Context: an optimization exercise on an open-source flow, tuned for small area and a short achievable clock period. The choices shown serve that exercise and are no tape-out recipe. Function was checked by simulation only, so behaviour that the tests miss may differ from the original.

==> flow/design.v (outline; a module is shown in full before it is edited, if it fits) <==
// module sht_norm: 37 lines
// module sht_mulf: 14 lines
// module sht_mulq: 308 lines
// module sht_mulh: 108 lines
// module sht_mul51: 135 lines
// module sht_mulr: 324 lines
// module sht_abs: 52 lines
// module sht_addf: 74 lines
// module sht20_codec: 113 lines
module sht20_codec (
    input  wire        clk,
    input  wire        rst,         
    input  wire        in_valid,
    input  wire [2:0]  op,
    input  wire [7:0]  a,
    input  wire [7:0]  b,
    output reg         out_valid,
    output reg         err,
    output reg  [15:0] raw_masked,
    output reg  [31:0] val0,
    output reg  [31:0] val1,
    output reg  [7:0]  ureg_out,
    output wire        otp_dis,
    output wire        htr_en,
    output wire        eob,
    output reg         res_valid,
    output wire [1:0]  res
);
  // ...
==> flow/flow/run.sh <==
#!/bin/bash
# The standard layout (the standard.sh, unchanged synthesis and steps), except that
# the port buffers that global placement inserts on every input and output are plain
# sky130_fd_sc_hd__buf_2 cells instead of the resizer's default pick.
set -euo pipefail
export BUFFER_PORTS_ARGS="-buffer_cell sky130_fd_sc_hd__buf_2"
bash standard.sh > standard.log 2>&1
==> flow/standard.sh <==
#!/bin/bash
# synth_recipe.tcl (not shown) runs the flow's synth.tcl, then flattens the netlist and writes it again
# the make line also repeats each setting of config.mk as NAME=value (left out here)
make -C /OpenROAD-flow-scripts/flow DESIGN_CONFIG=/design/flow/config.mk WORK_HOME=/design/flow/orfs CLKGATE_MAP_FILE= SYNTH_SCRIPT=/design/flow/synth_recipe.tcl "${@:-finish}"
==> flow/config.mk <==
export PLATFORM = sky130hd
export DESIGN_NAME = sht20_codec
export DESIGN_NICKNAME = sht20_codec
export VERILOG_FILES = /design/flow/design.v
export SDC_FILE = /design/flow/constraint.sdc
export NUM_CORES = 4
export LEC_CHECK = 0
export ABC_AREA = 1
export CAP_MARGIN = 20
export CORE_MARGIN = 2
export CORE_UTILIZATION = 65
export CTS_BUF_LIST = sky130_fd_sc_hd__clkbuf_8
export CTS_CLUSTER_DIAMETER = 60
export CTS_CLUSTER_SIZE = 20
export SLEW_MARGIN = 20
==> flow/constraint.sdc <==
create_clock -name core_clock -period 60.0 [get_ports {clk}]
set_input_delay 12.0000 -clock core_clock [delete_from_list [all_inputs] [get_ports {clk}]]
set_output_delay 12.0000 -clock core_clock [all_outputs]
set_load 0.01 [all_outputs]
==> results.cfg, run 1 <==
[status]
status = finished clean

[logic_synthesis]
yosysSeqAreaShare_pct = 24.4
synthArstFlopShare_pct = 0
yosys.area.top_type_share_pct = 24.4
yosys_warnings = 4
synthMuxAreaShare_pct = 0.419
synth-edff-count = 0
synth-compound-area-share_pct = 11.4

[route]
drcViolationCount = 0
met3_length_um = 3830

[critical_path]
crit_path_max_incr_delay_ns = 0.36
cp_cell_sequence = buf_2
cp-endpoint = ureg_out[2]

[global_route]
use_met1_pct = 40.4
grt_overflow_total = 0

[placed_design]
placed_area_sq_mm = 0.0252
pre_cts_slack_ns = 47.54

[layout]
clkbuf_count = 30
buffers_excl_clock = 128
n_all_inverters = 561
area_delta_synth_final_pct = 5.83
register_area_sq_mm = 0.00599

[floorplan]
start_util_pct = 65.5
fp.dieW_um = 198
num_rows = 71
dieArea_sq_mm = 0.0393

[clock_tree]
cts_setup_buffers = 0
clock-sinks = 299

[sta]
skew_ns = 0.0238
==> module sht_norm, before the edit <==
module sht_norm (
    input  wire [37:0] mag,
    output wire [7:0]  e,
    output wire [22:0] f
);
    function [63:0] inc;     
        input [63:0] x;
        input        b;
        integer i;
        reg [15:0] gc;           
        reg        c;
        begin
            gc[0] = b;
            for (i = 1; i < 16; i = i + 1)
                gc[i] = gc[i-1] & (&x[4*i-1 -: 4]);
            for (i = 0; i < 64; i = i + 1) begin
                if (i % 4 == 0) c = gc[i/4];
                inc[i] = x[i] ^ c;
                c = c & x[i];
            end
        end
    endfunction
    reg [4:0] lz;
    integer i;
    always @(*) begin
        lz = 5'd16;
        for (i = 21; i < 38; i = i + 1)
            if (mag[i]) lz = 37 - i;
    end
    wire [37:0] sh = mag << lz;
    wire        g  = sh[13];
    wire        st = |sh[12:0];
    wire        up = g & (st | sh[14]);
    wire [63:0] m  = inc({40'd0, sh[37:14]}, up);
    assign f = m[24] ? m[23:1] : m[22:0];
    assign e = 8'd134 - {3'd0, lz} + {7'd0, m[24]};
endmodule
==> module sht_addf, before the edit <==
module sht_addf (
    input  wire        sd,
    input  wire        sf,
    input  wire [7:0]  e,
    input  wire [22:0] f,
    output wire [31:0] r
);
    function [63:0] inc;     
        input [63:0] x;
        input        b;
        integer i;
        reg [15:0] gc;           
        reg        c;
        begin
            gc[0] = b;
            for (i = 1; i < 16; i = i + 1)
                gc[i] = gc[i-1] & (&x[4*i-1 -: 4]);
            for (i = 0; i < 64; i = i + 1) begin
                if (i % 4 == 0) c = gc[i/4];
                inc[i] = x[i] ^ c;
                c = c & x[i];
            end
        end
    endfunction
    wire [23:0] md  = {1'b1, f};
    wire        e5  = (e == 8'd132);
    wire        e6  = (e == 8'd133);
    wire        e7  = (e == 8'd134);
    wire        mid = ~sd & (e6 | e7);
    wire [3:0]  k   = (~sd & e5) ? 4'd1 : (4'd3 - e[3:0] + {3'd0, ~sd});    
    wire [23:0] src = {md[23] & ~(~sd & e5), f};
    wire [23:0] A   = src >> k;
    reg  [23:0] po;                        
    integer j;
    always @(*) begin
        po[0] = src[0];
        for (j = 1; j < 24; j = j + 1) po[j] = po[j-1] | src[j];
    end
    wire [4:0]  km1 = {1'b0, k} - 5'd1;
    wire        G   = (k != 4'd0) & src[km1[3:0]];
    wire        St  = (k > 4'd1) & po[km1[3:0] - 4'd1];
    wire [24:0] V   = {1'b0, md} + (e6 ? 25'h400000 : 25'h200000);
    reg  [23:0] X;
    reg         c;
    always @(*) begin
        if (mid) begin
            X = V[24] ? V[24:1] : V[23:0];
            c = V[24] & V[0] & V[1];
        end else if (sd) begin
            X = ~A;
            c = ~G | (~St & ~A[0]);
        end else begin
            X = {1'b1, A[22:0]};
            c = G & (St | A[0]);
        end
    end
    wire [63:0] mr  = inc({40'd0, X}, c);
    wire        ovf = mr[24] & ~sd;
    wire [23:0] W = e5 ? {1'b0, f} : (e6 ? (f[22] ? {2'b10, f[21:0]} : {2'b01, f[21:0]}) : mr[23:0]);
    reg [4:0] lz;
    integer i;
    always @(*) begin
        lz = 5'd16;
        for (i = 8; i < 24; i = i + 1)
            if (W[i]) lz = 23 - i;
    end
    wire [23:0] wn = W << lz;
    wire [7:0]  en = (e6 ? 8'd133 : (e5 ? 8'd132 : 8'd131)) - {3'd0, lz};
    wire [7:0]  ef = mid ? (e + {7'd0, V[24]} + {7'd0, ovf}) :
                     sd  ? 8'd131 :
                           ((e5 ? 8'd133 : 8'd132) + {7'd0, ovf});
    wire        nr   = sd & ~(e < 8'd131);                                 
    assign r = nr ? {sf, en, wn[22:0]} : {sf, ef, ovf ? 23'd0 : mr[22:0]};
endmodule
==> run 2: changes to the inputs <==
--- a/flow/design.v
+++ b/flow/design.v
@@ -34,5 +34,16 @@
     wire [63:0] m  = inc({40'd0, sh[37:14]}, up);
     assign f = m[24] ? m[23:1] : m[22:0];
-    assign e = 8'd134 - {3'd0, lz} + {7'd0, m[24]};
+    wire [7:0]  nlz = ~{3'd0, lz};
+    reg  [7:0]  ex;
+    reg         cy;
+    integer k;
+    always @(*) begin                        
+        cy = m[24];
+        for (k = 0; k < 8; k = k + 1) begin
+            ex[k] = nlz[k] ^ ((8'd135 >> k) & 1'b1) ^ cy;
+            cy = (nlz[k] & ((8'd135 >> k) & 1'b1)) | (cy & (nlz[k] ^ ((8'd135 >> k) & 1'b1)));
+        end
+    end
+    assign e = ex;
 endmodule
 module sht_mulf (
@@ -1001,4 +1012,17 @@
         end
     endfunction
+    function [7:0] add8;     
+        input [7:0] a, b;
+        input       c;
+        integer i;
+        reg cy;
+        begin
+            cy = c;
+            for (i = 0; i < 8; i = i + 1) begin
+                add8[i] = a[i] ^ b[i] ^ cy;
+                cy = (a[i] & b[i]) | (cy & (a[i] ^ b[i]));
+            end
+        end
+    endfunction
     wire [23:0] md  = {1'b1, f};
     wire        e5  = (e == 8'd132);
@@ -1018,5 +1042,6 @@
     wire        G   = (k != 4'd0) & src[km1[3:0]];
     wire        St  = (k > 4'd1) & po[km1[3:0] - 4'd1];
-    wire [24:0] V   = {1'b0, md} + (e6 ? 25'h400000 : 25'h200000);
+    wire [3:0]  vh  = {1'b0, md[23:21]} + (e6 ? 4'd2 : 4'd1);
+    wire [24:0] V   = {vh, md[20:0]};
     reg  [23:0] X;
     reg         c;
@@ -1044,6 +1069,6 @@
     end
     wire [23:0] wn = W << lz;
-    wire [7:0]  en = (e6 ? 8'd133 : (e5 ? 8'd132 : 8'd131)) - {3'd0, lz};
-    wire [7:0]  ef = mid ? (e + {7'd0, V[24]} + {7'd0, ovf}) :
+    wire [7:0]  en = add8(e6 ? 8'd133 : (e5 ? 8'd132 : 8'd131), ~{3'd0, lz}, 1'b1);
+    wire [7:0]  ef = mid ? add8(e, {7'd0, V[24]}, ovf) :
                      sd  ? 8'd131 :
                            ((e5 ? 8'd133 : 8'd132) + {7'd0, ovf});
--- a/flow/config.mk
+++ b/flow/config.mk
@@ -9,5 +9,5 @@
 export CAP_MARGIN = 20
 export CORE_MARGIN = 2
-export CORE_UTILIZATION = 65
+export CORE_UTILIZATION = 75
 export CTS_BUF_LIST = sky130_fd_sc_hd__clkbuf_8
 export CTS_CLUSTER_DIAMETER = 60
==> run 2 against run 1 <==
Against the previous run:
- clock skew rose by 0.0056 ns
- count of clock-buffer cells in the layout decreased by 5
- largest cell class unchanged
- still clean on timing, DRC and antenna
- design area decreased by 2.8%
- worst setup slack better by 0.057 ns
- area after synthesis down 1.4%
- critical path type unchanged
- maximum frequency is 0.44% higher
- critical endpoint is now val1[28]
- register-to-register slack worse by 1.3 ns
- die area fell by 14%
- utilization is 10 points higher
==> results.cfg, run 2 <==
[sta]
setup_viol = 0
fmax_mhz = 76.2
setup_tns_ns = 0
finalHoldViolCount = 0
tightest_slew_ns = 1.05
min_period_ns = 13.12
rsz0062_at_grt = false
post-route-period-util_pct = 21.9
skew_ns = 0.0294
relSlewSlack_pct = 29.5
worst_hold_slack_ns = 0.327
slew_viol_final = 0
fin_ws_ns = 46.88

[placed_design]
pre_cts_slack_ns = 47.53
post-dp-hpwl_um = 55000
io_buffers = 115
globalplace.congestion = 1.04

[global_route]
grt_pass1_vias = 22900
grt_first_pass_wirelength_um = 113000
antenna_found_initial = 0
grt_overflow_total = 0
grt_use_total_pct = 42.0
grt_max_degree = 57

[clock_tree]
htreeDepth = 1
clockRootBuffer = clkbuf_8
cts_resized = 0
cts_setup_buffers = 0
cts_buffer_depth = 3
cts_made_buffers = 23
clock-sinks = 296
cts_hold_buf = 0
clkTransAtPathRegs_ns = 0.11
cts_tree = yes
clock_latency_ns = 0.60

[logic_synthesis]
synth_area_sq_mm = 0.0242
yosys.area.top_type = dfxtp_1
yosys.area.top_type_share_pct = 24.5
synth-edff-count = 0
yosys_warnings = 4
synthTopCellsByCount = nand2_1 (628), inv_1 (531), dfxtp_1 (296)
syn_avg_cell_area_sq_um = 7.44
yosysSeqAreaShare_pct = 24.5
synth.most_common_cell = nand2_1
synthTopCellsByArea = dfxtp_1 (25%), fa_1 (14%), ha_1 (11%)
syn_inst = 3249
synth-seq-cells = 296
synth.distinct_cells = 68
synth_flop_cell = dfxtp_1
synthArstFlopShare_pct = 0

[layout]
final_common_cell = nand2_1
reg_top3 = r1_q x37, val1 x32
fin_util_pct = 79.7
drive_above_1_share_pct = 8.18
n_antenna_cell = 0
fin_nets = 3691
largest_reg_flops = 37
area_delta_synth_final_pct = 4.36
nFillCells = 2051
largest_register = r1_q
final_cell_mix = nand2_1 (627), inv_1 (532), dfxtp_1 (295)

[critical_path]
cp.required_ns = 48.00
crit_path_max_incr_delay_ns = 0.36
critPathSlowestCell = dfxtp_1
cp_cell_sequence = buf_2
cpLargestDelayFamily = flip-flops
ff2ff_path_depth = 50
crit_fanout = 1
cp_num_buf_inv = 1
startpoint_type = flop
arrival_ns = 1.12
worstSetupPathType = reg2out
worst-path-stages = 1
end_kind = output pin

[route]
wl_um = 71700
antenna_left = 0
vias_per_cell = 6.20
wl_per_cell_um = 19.4
dr.pass1.iters = 8
drcViolationCount = 0
drt-initial-drc-count = 2540
vias = 22900

[min_path]
holdPathStages = 0
worstHoldPathType = reg2reg

[floorplan]
fp.dieW_um = 183
num_rows = 65
dieArea_sq_mm = 0.0337
die_y_um = 183
io_pins = 118
core_area_sq_mm = 0.0316
start_util_pct = 76.4

[run]
cap_viol_max_count = 0

[status]
status = finished clean
run 2: cell types whose count changed after synthesis, moves of 9 or more:
cell	previous run	this run
inv_1	546	531
ha_1	208	217
o21ai_0	220	190
a21oi_1	111	92
nand2_1	703	628
o21ai_1	35	58
clkbuf_1	60	50
or2_2	20	29
run 2: per-stage QoR:
stage                     area [sq um]  instances
after CTS                        25200       3701
after floorplan                  24200       3250
after global routing             25200       3701
after detailed placement         24700       3664
final                            25200       3701
after global placement           24700       3664
run 2: path summary, 6_finish.rpt:
check	endpoint	slack (ns)	from
worst max register to register	r1_q[37]	47.30	r0_b[3]
worst max-delay path	val1[28]	46.88	val1[28]
worst min-delay path	r4_pay[7]	0.33	r3_pay[7]
worst min register to register	r4_pay[7]	0.33	r3_pay[7]
run 2: kinds of logic (layout without fill, tap and decap cells):
group                      Yosys count  count (layout)  synth area share, %
AOI/OAI and AO/OA                  483             483                 11.6
muxes                               15              15                0.632
and+or+nand+nor                   1310            1310                 23.8
buffers and inverters              671             720                 11.2
xor gates and xnor gates            91              91                 3.30
DFF                                296             296                 24.5
other                                1               2               0.0155
adders and majority gates          382             382                 24.9
run 2: layout make-up:
class / count / area (sq um) / share of cell area [%]
Timing Repair Buffer: 122 / 628 / 2.49
Inverter: 561 / 2110 / 8.36
Clock inverter: 12 / 156 / 0.620
Clock buffer: 25 / 344 / 1.36
Multi-Input combinational cell: 2283 / 15500 / 61.7
Sequential cell: 296 / 5930 / 23.5
Tap cell: 402 / 503 / 1.99
run 2: routing by layer:
layer / global-route usage (%) / vias to the layer above / routed length, um
met3: 6.77 / 386 / 5950
li1: - / 10500 / -
met4: 25.1 / 0 / 4520
met1: 48.0 / 10700 / 26000
met2: 74.1 / 1362 / 35300
met5: 0 / - / 0
==> module sht20_codec, before the edit <==
module sht20_codec (
    input  wire        clk,
    input  wire        rst,         
    input  wire        in_valid,
    input  wire [2:0]  op,
    input  wire [7:0]  a,
    input  wire [7:0]  b,
    output reg         out_valid,
    output reg         err,
    output reg  [15:0] raw_masked,
    output reg  [31:0] val0,
    output reg  [31:0] val1,
    output reg  [7:0]  ureg_out,
    output wire        otp_dis,
    output wire        htr_en,
    output wire        eob,
    output reg         res_valid,
    output wire [1:0]  res
);
    assign otp_dis = ureg_out[1];
    assign htr_en  = ureg_out[2];
    assign eob     = ureg_out[6];
    assign res     = {ureg_out[7], ureg_out[0]};
    reg        r0_v;
    reg [2:0]  r0_op;
    reg [7:0]  r0_a, r0_b;
    always @(posedge clk) begin
        r0_v  <= in_valid & ~rst;
        r0_op <= op;
        r0_a  <= a;
        r0_b  <= b;
    end
    wire [13:0] n = {r0_a, r0_b[7:2]};
    wire        is_rh = (r0_op == 3'd1);
    wire        is_u  = (r0_op == 3'd2) | (r0_op == 3'd3) | (r0_op == 3'd4) | (r0_op == 3'd5);
    wire        is_e  = (r0_op == 3'd6) | (r0_op == 3'd7);
    wire [1:0]  cls   = {is_u | is_e, is_rh | is_e};
    reg [7:0] new_ureg;
    always @(*) begin
        case (r0_op)
            3'd3:    new_ureg = (r0_a & 8'h7E) | {r0_b[1], 6'b000000, r0_b[0]};
            3'd4:    new_ureg = (r0_a & 8'hFB) | {5'b00000, r0_b[0], 2'b00};
            3'd5:    new_ureg = (r0_a & 8'hBF) | {1'b0, r0_b[0], 6'b000000};
            default: new_ureg = r0_a;
        endcase
    end
    wire [37:0] q1;
    wire [21:0] h1;
    sht_mulq u_mulq (.n(n), .big(n >= 14'd11935), .q(q1));
    sht_mulh u_mulh (.n(n), .h(h1));
    reg         r1_v;
    reg  [1:0]  r1_c;
    reg  [13:0] r1_pay;                   
    reg  [37:0] r1_q;
    always @(posedge clk) begin
        r1_v   <= r0_v & ~rst;
        r1_c   <= cls;
        r1_pay <= is_u ? {6'd0, new_ureg} : n;
        r1_q   <= is_rh ? {h1, 16'd0} : q1;
    end
    wire [37:0] mag2;
    wire s2 = (r1_c == 2'd1) ? (r1_pay <= 14'd786) : (r1_pay <= 14'd4368);    
    sht_abs u_abs (.q(r1_q), .n(r1_pay), .rh(r1_c == 2'd1), .s(s2), .mag(mag2));
    wire [7:0]  e3;
    wire [22:0] f3;
    sht_norm u_norm (.mag(mag2), .e(e3), .f(f3));
    reg         r3_v;
    reg  [1:0]  r3_c;
    reg  [13:0] r3_pay;
    reg  [31:0] r3_val0;
    always @(posedge clk) begin
        r3_v    <= r1_v & ~rst;
        r3_c    <= r1_c;
        r3_pay  <= r1_pay;
        r3_val0 <= {s2, e3, f3};
    end
    wire [29:0] y4;
    sht_mul51 u_m51 (.m({1'b1, r3_val0[22:0]}), .y(y4));
    reg         r4_v;
    reg  [1:0]  r4_c;
    reg  [13:0] r4_pay;
    reg  [31:0] r4_val0;
    reg  [29:0] r4_y;
    reg         r4_top;                   
    reg  [7:0]  r4_ed;                    
    wire        top4 = ({1'b1, r3_val0[22:0]} >= 24'd9320676);
    always @(posedge clk) begin
        r4_top  <= top4;
        r4_ed   <= r3_val0[30:23] + {7'd0, top4};
        r4_v    <= r3_v & ~rst;
        r4_c   <= r3_c;
        r4_pay  <= r3_pay;
        r4_val0 <= r3_val0;
        r4_y    <= y4;
    end
    wire [7:0]  e5;
    wire [22:0] f5;
    sht_mulf u_mulf (.f(r4_val0[22:0]), .y(r4_y), .top(r4_top), .fo(f5));
    assign e5 = r4_ed;
    wire [31:0] fahr;
    sht_addf u_addf (.sd(r4_val0[31]), .sf(r4_pay <= 14'd2710), .e(e5), .f(f5), .r(fahr));
    wire meas = ~r4_c[1];
    wire u5   = (r4_c == 2'd2);
    always @(posedge clk) begin
        out_valid  <= r4_v & ~rst;
        err        <= (r4_c == 2'd3);
        raw_masked <= meas ? {r4_pay, 2'b00} : 16'd0;
        val0       <= meas ? r4_val0 : 32'd0;
        val1       <= (r4_c == 2'd0) ? fahr : 32'd0;
        ureg_out   <= u5 ? r4_pay[7:0] : 8'd0;
        res_valid  <= u5;
    end
endmodule
==> run 3: changes to the inputs <==
--- a/flow/design.v
+++ b/flow/design.v
@@ -991,5 +991,6 @@
     input  wire        sd,
     input  wire        sf,
-    input  wire [7:0]  e,
+    input  wire [7:0]  ec,       
+    input  wire        top,
     input  wire [22:0] f,
     output wire [31:0] r
@@ -1026,9 +1027,10 @@
     endfunction
     wire [23:0] md  = {1'b1, f};
-    wire        e5  = (e == 8'd132);
-    wire        e6  = (e == 8'd133);
-    wire        e7  = (e == 8'd134);
+    wire [7:0]  e   = add8(ec, 8'd0, top);
+    wire        e5  = top ? (ec == 8'd131) : (ec == 8'd132);
+    wire        e6  = top ? (ec == 8'd132) : (ec == 8'd133);
+    wire        e7  = top ? (ec == 8'd133) : (ec == 8'd134);
     wire        mid = ~sd & (e6 | e7);
-    wire [3:0]  k   = (~sd & e5) ? 4'd1 : (4'd3 - e[3:0] + {3'd0, ~sd});    
+    wire [3:0]  k   = (~sd & e5) ? 4'd1 : (4'd3 - ec[3:0] - {3'd0, top} + {3'd0, ~sd});    
     wire [23:0] src = {md[23] & ~(~sd & e5), f};
     wire [23:0] A   = src >> k;
@@ -1060,5 +1062,6 @@
     wire [63:0] mr  = inc({40'd0, X}, c);
     wire        ovf = mr[24] & ~sd;
-    wire [23:0] W = e5 ? {1'b0, f} : (e6 ? (f[22] ? {2'b10, f[21:0]} : {2'b01, f[21:0]}) : mr[23:0]);
+    wire [23:0] W = (sd & e5) ? {1'b0, f} :
+                    (sd & e6) ? (f[22] ? {2'b10, f[21:0]} : {2'b01, f[21:0]}) : mr[23:0];
     reg [4:0] lz;
     integer i;
@@ -1074,5 +1077,5 @@
                            ((e5 ? 8'd133 : 8'd132) + {7'd0, ovf});
     wire        nr   = sd & ~(e < 8'd131);                                 
-    assign r = nr ? {sf, en, wn[22:0]} : {sf, ef, ovf ? 23'd0 : mr[22:0]};
+    assign r = {sf, nr ? en : ef, wn[22:0]};
 endmodule
 module sht20_codec (
@@ -1160,9 +1163,7 @@
     reg  [29:0] r4_y;
     reg         r4_top;                   
-    reg  [7:0]  r4_ed;                    
     wire        top4 = ({1'b1, r3_val0[22:0]} >= 24'd9320676);
     always @(posedge clk) begin
         r4_top  <= top4;
-        r4_ed   <= r3_val0[30:23] + {7'd0, top4};
         r4_v    <= r3_v & ~rst;
         r4_c   <= r3_c;
@@ -1171,10 +1172,9 @@
         r4_y    <= y4;
     end
-    wire [7:0]  e5;
     wire [22:0] f5;
     sht_mulf u_mulf (.f(r4_val0[22:0]), .y(r4_y), .top(r4_top), .fo(f5));
-    assign e5 = r4_ed;
     wire [31:0] fahr;
-    sht_addf u_addf (.sd(r4_val0[31]), .sf(r4_pay <= 14'd2710), .e(e5), .f(f5), .r(fahr));
+    sht_addf u_addf (.sd(r4_val0[31]), .sf(r4_pay <= 14'd2710), .ec(r4_val0[30:23]), .top(r4_top),
+                     .f(f5), .r(fahr));
     wire meas = ~r4_c[1];
     wire u5   = (r4_c == 2'd2);
==> run 3 against run 2 <==
Against the previous run:
- first-iteration DRC count is 9.4% higher
- design area down 0.77%
- maximum frequency about the same
- die area decreased by 0.76%
- register-to-register slack better by 0.34 ns
- worst setup slack improved by 0.0042 ns
- via count up 0.96%
- wire length increased by 3.4%
- highest routed layer is now met5
==> results.cfg, run 3 <==
[status]
status = finished clean

[critical_path]
cpLargestDelayFamily = flip-flops
cp_num_buf_inv = 1
crit_path_max_incr_delay_ns = 0.36
critPathSlowestCell = dfxtp_1
worstSetupPathType = reg2out
cp_cell_sequence = buf_2
crit_fanout = 1
startpoint_type = flop
cp.required_ns = 48.00
end_kind = output pin
r2r_setup_slack_ns = 47.64
timing.rr.end = val1[28]
worstReg2RegStart = r4_top
arrival_ns = 1.11
ff2ff_path_depth = 65

[logic_synthesis]
syn_inst = 3241
synthArstFlopShare_pct = 0
synthTopCellsByArea = dfxtp_1 (24%), fa_1 (14%), ha_1 (12%)
synth_xor_area_share_pct = 3.21
synth.distinct_cells = 70
synthSimpleGateAreaFrac_pct = 23.5
synthMuxAreaShare_pct = 0.470
synth-compound-area-share_pct = 12.0
synth-edff-count = 0
synth_area_sq_mm = 0.0240
synth_flop_cell = dfxtp_1
yosys.area.top_type = dfxtp_1
synthTopCellsByCount = nand2_1 (643), inv_1 (534), dfxtp_1 (288)
synth_fa_ha_area_share_pct = 25.5
syn_avg_cell_area_sq_um = 7.40
yosys_warnings = 4
synth-seq-cells = 288
synth_top_family_by_area = adder cells
yosys.area.top_type_share_pct = 24.1
synth.most_common_cell = nand2_1
yosysSeqAreaShare_pct = 24.1

[clock_tree]
cts_buffer_depth = 3
cts_tree = yes
clock_latency_ns = 0.61
clock-sinks = 288
cts_made_buffers = 22
clkTransAtPathRegs_ns = 0.12
cts_setup_buffers = 0
cts_hold_buf = 0
clockRootBuffer = clkbuf_8
cts_resized = 0
htreeDepth = 1

[floorplan]
fp.dieW_um = 183
core_area_sq_mm = 0.0316
die_y_um = 183
io_pins = 118
start_util_pct = 76.0
dieArea_sq_mm = 0.0334
num_rows = 65

[layout]
nFillCells = 2071
final_common_cell = nand2_1
instances_no_fill = 3692
area_delta_synth_final_pct = 4.37
largest_register = r1_q
largest_reg_flops = 37
drive_above_1_share_pct = 8.42
fin_nets = 3693
final_cell_mix = nand2_1 (643), inv_1 (534), dfxtp_1 (287)
reg_top3 = r1_q x37, val1 x32

[sta]
finalHoldViolCount = 0
relSlewSlack_pct = 27.5
min_period_ns = 13.11
setup_tns_ns = 0
post-route-period-util_pct = 21.9
tightest_slew_ns = 1.08
fmax_mhz = 76.3
slew_viol_final = 0
setup_viol = 0
rsz0062_at_grt = false
skew_ns = 0.0379

[placed_design]
io_buffers = 115
globalplace.congestion = 1.01
post-dp-hpwl_um = 53600
dpl.cell_count = 3659

[global_route]
grt_pass1_vias = 23400
grt_overflow_total = 0
antenna_found_initial = 4
grt_first_pass_wirelength_um = 117000
grt_use_total_pct = 44.2
grt_max_degree = 57

[route]
wl_per_cell_um = 20.1
vias_per_cell = 6.27
wl_um = 74100
antenna_left = 0
dr.pass1.iters = 10
vias = 23200
drcViolationCount = 0
drt-initial-drc-count = 2778

[min_path]
worstHoldPathType = reg2reg
holdPathEnd = r4_val0[30]
holdPathStages = 0
min_from = r3_val0[30]

[run]
cap_viol_max_count = 0
-- run 3: cell types whose count changed in the layout (fill, tap and decap cells not counted), sizes merged, moves of 8 or more --
| cell | delta |
|---|---|
| nand2 | +8 |
| nor2 | +11 |
| a21oi | -12 |
| buf | +8 |
| dfxtp | -8 |
| o21ai | +58 |
| o22ai | -15 |
| nand3 | -43 |
-- run 3: cells by family (layout without fill, tap and decap cells) --
group                    Yosys count  count (layout)
multiplexers                      11              11
XOR/XNOR                          87              87
AO/OA/AOI/OAI                    500             500
other                              1               3
buffers and inverters            671             718
flip-flops                       288             288
AND/OR/NAND/NOR                 1294            1294
adder cells (fa/ha/maj)          389             389
-- run 3: worst reg2reg max path: cells and delay by family (launching register included) --
kind	cells	cell delay, ns
AO/OA/AOI/OAI	7	1.67
adder cells (fa/ha/maj)	12	3.11
buffers and inverters	10	1.96
flip-flops	1	0.33
AND/OR/NAND/NOR	36	5.24
-- run 3: area by class of cell --
type	instances	area [sq um]	share of cell area [%]
Multi-Input combinational cell	2283	15500	62.1
Clock buffer	22	303	1.21
Sequential cell	288	5770	23.0
Timing Repair Buffer	130	696	2.78
Inverter	557	2100	8.38
Antenna cell	1	2.50	0.0100
Tap cell	402	503	2.01
Clock inverter	9	116	0.465
-- run 3: how the worst max path moves through the flow --
stage	cells past startpoint	to	start
6_report	1	raw_masked[9]	raw_masked[9]
5_1_grt	65	val1[28]	r4_top
4_1_cts	1	raw_masked[15]	raw_masked[15]
3_5_place_dp	1	raw_masked[9]	raw_masked[9]
3_3_place_gp	1	htr_en	ureg_out[2]
2_1_floorplan	1	ureg_out[0]	ureg_out[0]
-- run 3: metrics by stage --
stage               util, %  instance area (sq um)  hold slack, ns  worst slack, ns
floorplan                 -                  24000           0.310            47.51
global placement       77.9                  24600           0.311            47.56
detailed placement     77.9                  24600           0.314            47.55
CTS                    79.2                  25000           0.328            46.90
global route           79.3                  25000           0.327            46.68
finish                 79.3                  25000           0.321            46.89
-- run 3: routing by layer --
metal	part of all wire [%]	GRT usage (%)
met1	34	47.3
met2	47	74.8
met3	9.4	12.1
met4	9.0	33.1
met5	0.059	0
==> run 4: changes to the inputs <==
--- a/flow/design.v
+++ b/flow/design.v
@@ -33,5 +33,5 @@
     wire        up = g & (st | sh[14]);
     wire [63:0] m  = inc({40'd0, sh[37:14]}, up);
-    assign f = m[24] ? m[23:1] : m[22:0];
+    assign f = m[22:0];           
     wire [7:0]  nlz = ~{3'd0, lz};
     reg  [7:0]  ex;
==> run 4 against run 3 <==
Against the previous run:
- still clean on timing, DRC and antenna
- design area is 1.3% lower
- non-clock buffer count is 1 lower
- wire length is 3.3% lower
- cell count is 1.6% lower
- hold slack better by 0.014 ns
- via count is 2.2% lower
- critical path type unchanged
- largest cell class unchanged
==> results.cfg, run 4 <==
[status]
status = finished clean

[route]
wl_per_cell_um = 19.7
vias_per_cell = 6.24
drt-initial-drc-count = 2755
drcViolationCount = 0
antenna_left = 0
wl_um = 71700
vias = 22700
dr.pass1.iters = 8

[floorplan]
core_area_sq_mm = 0.0307
die_y_um = 181
num_rows = 64
dieArea_sq_mm = 0.0327
io_pins = 118
start_util_pct = 76.4
fp.dieW_um = 181

[layout]
design_area_sq_mm = 0.0247
largest_register = r1_q
final_cell_mix = nand2_1 (625), inv_1 (544), dfxtp_1 (287)
drive_above_1_share_pct = 7.51
largest_reg_flops = 37
reg_top3 = r1_q x37, val1 x32
fin_nets = 3634
area_delta_synth_final_pct = 5.36
final_common_cell = nand2_1
n_antenna_cell = 0

[clock_tree]
clkTransAtPathRegs_ns = 0.12
cts_setup_buffers = 0
clock-sinks = 288
cts_buffer_depth = 3
clockRootBuffer = clkbuf_8
cts_hold_buf = 0
clock_latency_ns = 0.62
cts_made_buffers = 25
cts_tree = yes
cts_resized = 0
htreeDepth = 1

[global_route]
grt_max_degree = 59
grt_first_pass_wirelength_um = 116000
grt_overflow_total = 0
grt_use_total_pct = 43.9
grt_pass1_vias = 23000
busiest_layer = met2
antenna_found_initial = 2
use_met2_pct = 74.3
use_met1_pct = 49.0
grt_util_met3_pct = 9.66

[logic_synthesis]
synthArstFlopShare_pct = 0
synthTopCellsByCount = nand2_1 (626), inv_1 (544), dfxtp_1 (288)
yosysSeqAreaShare_pct = 24.6
synth_area_sq_mm = 0.0234
syn_avg_cell_area_sq_um = 7.38
synth_flop_cell = dfxtp_1
yosys.area.top_type = dfxtp_1
synth.distinct_cells = 64
yosys.area.top_type_share_pct = 24.6
yosys_warnings = 4
synthTopCellsByArea = dfxtp_1 (25%), fa_1 (14%), ha_1 (12%)
synth-edff-count = 0
synth.most_common_cell = nand2_1
synth-seq-cells = 288
syn_inst = 3177

[sta]
rsz0062_at_grt = false
slew_viol_final = 0
setup_tns_ns = 0
setup_viol = 0
fmax_mhz = 75.9
tightest_slew_ns = 1.04
skew_ns = 0.0278
post-route-period-util_pct = 22.0
finalHoldViolCount = 0
relSlewSlack_pct = 30.3
min_period_ns = 13.18

[critical_path]
startpoint_type = flop
cp_cell_sequence = buf_2
cp.required_ns = 48.00
crit_path_max_incr_delay_ns = 0.38
critPathSlowestCell = dfxtp_1
cpLargestDelayFamily = flip-flops
cp_num_buf_inv = 1
worstSetupPathType = reg2out
end_kind = output pin
arrival_ns = 1.18
crit_fanout = 1

[placed_design]
placed_area_sq_mm = 0.0241
io_buffers = 115
post-dp-hpwl_um = 52900
globalplace.congestion = 0.963

[run]
cap_viol_max_count = 0

[min_path]
worstHoldPathType = reg2reg
-- run 4: worst register-to-register path: cells and delay by family (launching register included) --
| kind | cells | cell delay, ns |
|---|---|---|
| buffers and inverters | 8 | 0.58 |
| adder cells (fa/ha/maj) | 22 | 7.72 |
| AND/OR/NAND/NOR | 12 | 1.80 |
| flip-flops | 1 | 0.56 |
| AO/OA/AOI/OAI | 8 | 1.39 |
| XOR/XNOR | 1 | 0.16 |
-- run 4: worst paths after layout --
kind / slack [ns] / from / endpoint / depth (start not counted)
worst max register to register: 47.69 / r0_b[5] / r1_q[37] / 51
worst min register to register: 0.33 / r3_pay[12] / r4_pay[12] / 0
worst max-delay path: 46.82 / val0[4] / val0[4] / 1
worst min-delay path: 0.33 / r3_pay[12] / r4_pay[12] / 0
-- run 4: layout make-up --
| class | count | area (sq um) |
|---|---|---|
| multi-input cells | 2215 | 15100 |
| fillers | 1949 | 5970 |
| flip-flops and latches | 288 | 5770 |
| inverters | 565 | 2120 |
| repair buffers | 129 | 681 |
| well taps | 396 | 495 |
| clock buffers | 25 | 344 |
| clock inverters | 15 | 223 |
-- run 4: logic make-up after synthesis --
| group | Yosys count | share of synthesized area (%) |
|---|---|---|
| compound gates | 485 | 11.7 |
| xor+xnor | 88 | 3.37 |
| fa+ha+maj | 388 | 26.1 |
| buf+inv | 675 | 11.3 |
| flops | 288 | 24.6 |
| mux | 7 | 0.310 |
| other cells | 1 | 0.0160 |
| simple gates | 1245 | 22.7 |
-- run 4: metal layers --
| metal | vias to the layer above | part of all wire (%) |
|---|---|---|
| li1 | 10200 | - |
| met1 | 10400 | 35 |
| met2 | 1555 | 48 |
| met3 | 511 | 9.0 |
| met4 | 2 | 8.4 |
| met5 | - | 0.018 |
-- run 4: metrics by stage --
stage                     hold slack (ns)  utilization, %  setup WS, ns  instances
after floorplan                     0.310               -         47.51       3178
after global placement              0.310            78.6         47.56       3593
after detailed placement            0.312            78.6         47.55       3593
after CTS                           0.335            80.5         46.84       3633
after global routing                0.341            80.5         46.77       3633
final                               0.334            80.5         46.82       3633

## afterwards: timing with drivers on the ports
No port has a modelled driver above. Below, the same layouts with a new extraction and two added sets of constraints. Step 1 assumes that a clkbuf_16 drives the clock port and a buf_2 every other input. Step 2, shift: input delay + t, output delay - t, t = (earliest + latest rising clock arrival at the registers) / 2. This alone moves slack from input paths to output paths. Three values: ideal ports, drivers, drivers and shift; two values: the first two.
| run | t (ns) | setup slack, ns | worst hold slack (ns) | latest minus earliest clock arrival (ns) | pins driven straight from the clock port |
|---|---|---|---|---|---|
| run 1 | 0.717 | 46.828 / 46.771 / 47.488 | 0.330 / 0.330 / 0.330 | 0.027 / 0.028 | 1 |
| run 2 | 0.635 | 46.885 / 46.832 / 47.301 | 0.327 / 0.327 / 0.327 | 0.029 / 0.030 | 1 |
| run 3 | 0.641 | 46.889 / 46.838 / 47.479 | 0.321 / 0.321 / 0.321 | 0.038 / 0.038 | 1 |
| run 4 | 0.661 | 46.822 / 46.771 / 47.432 | 0.334 / 0.334 / 0.334 | 0.028 / 0.028 | 1 |
After both steps every run listed still meets setup and hold.
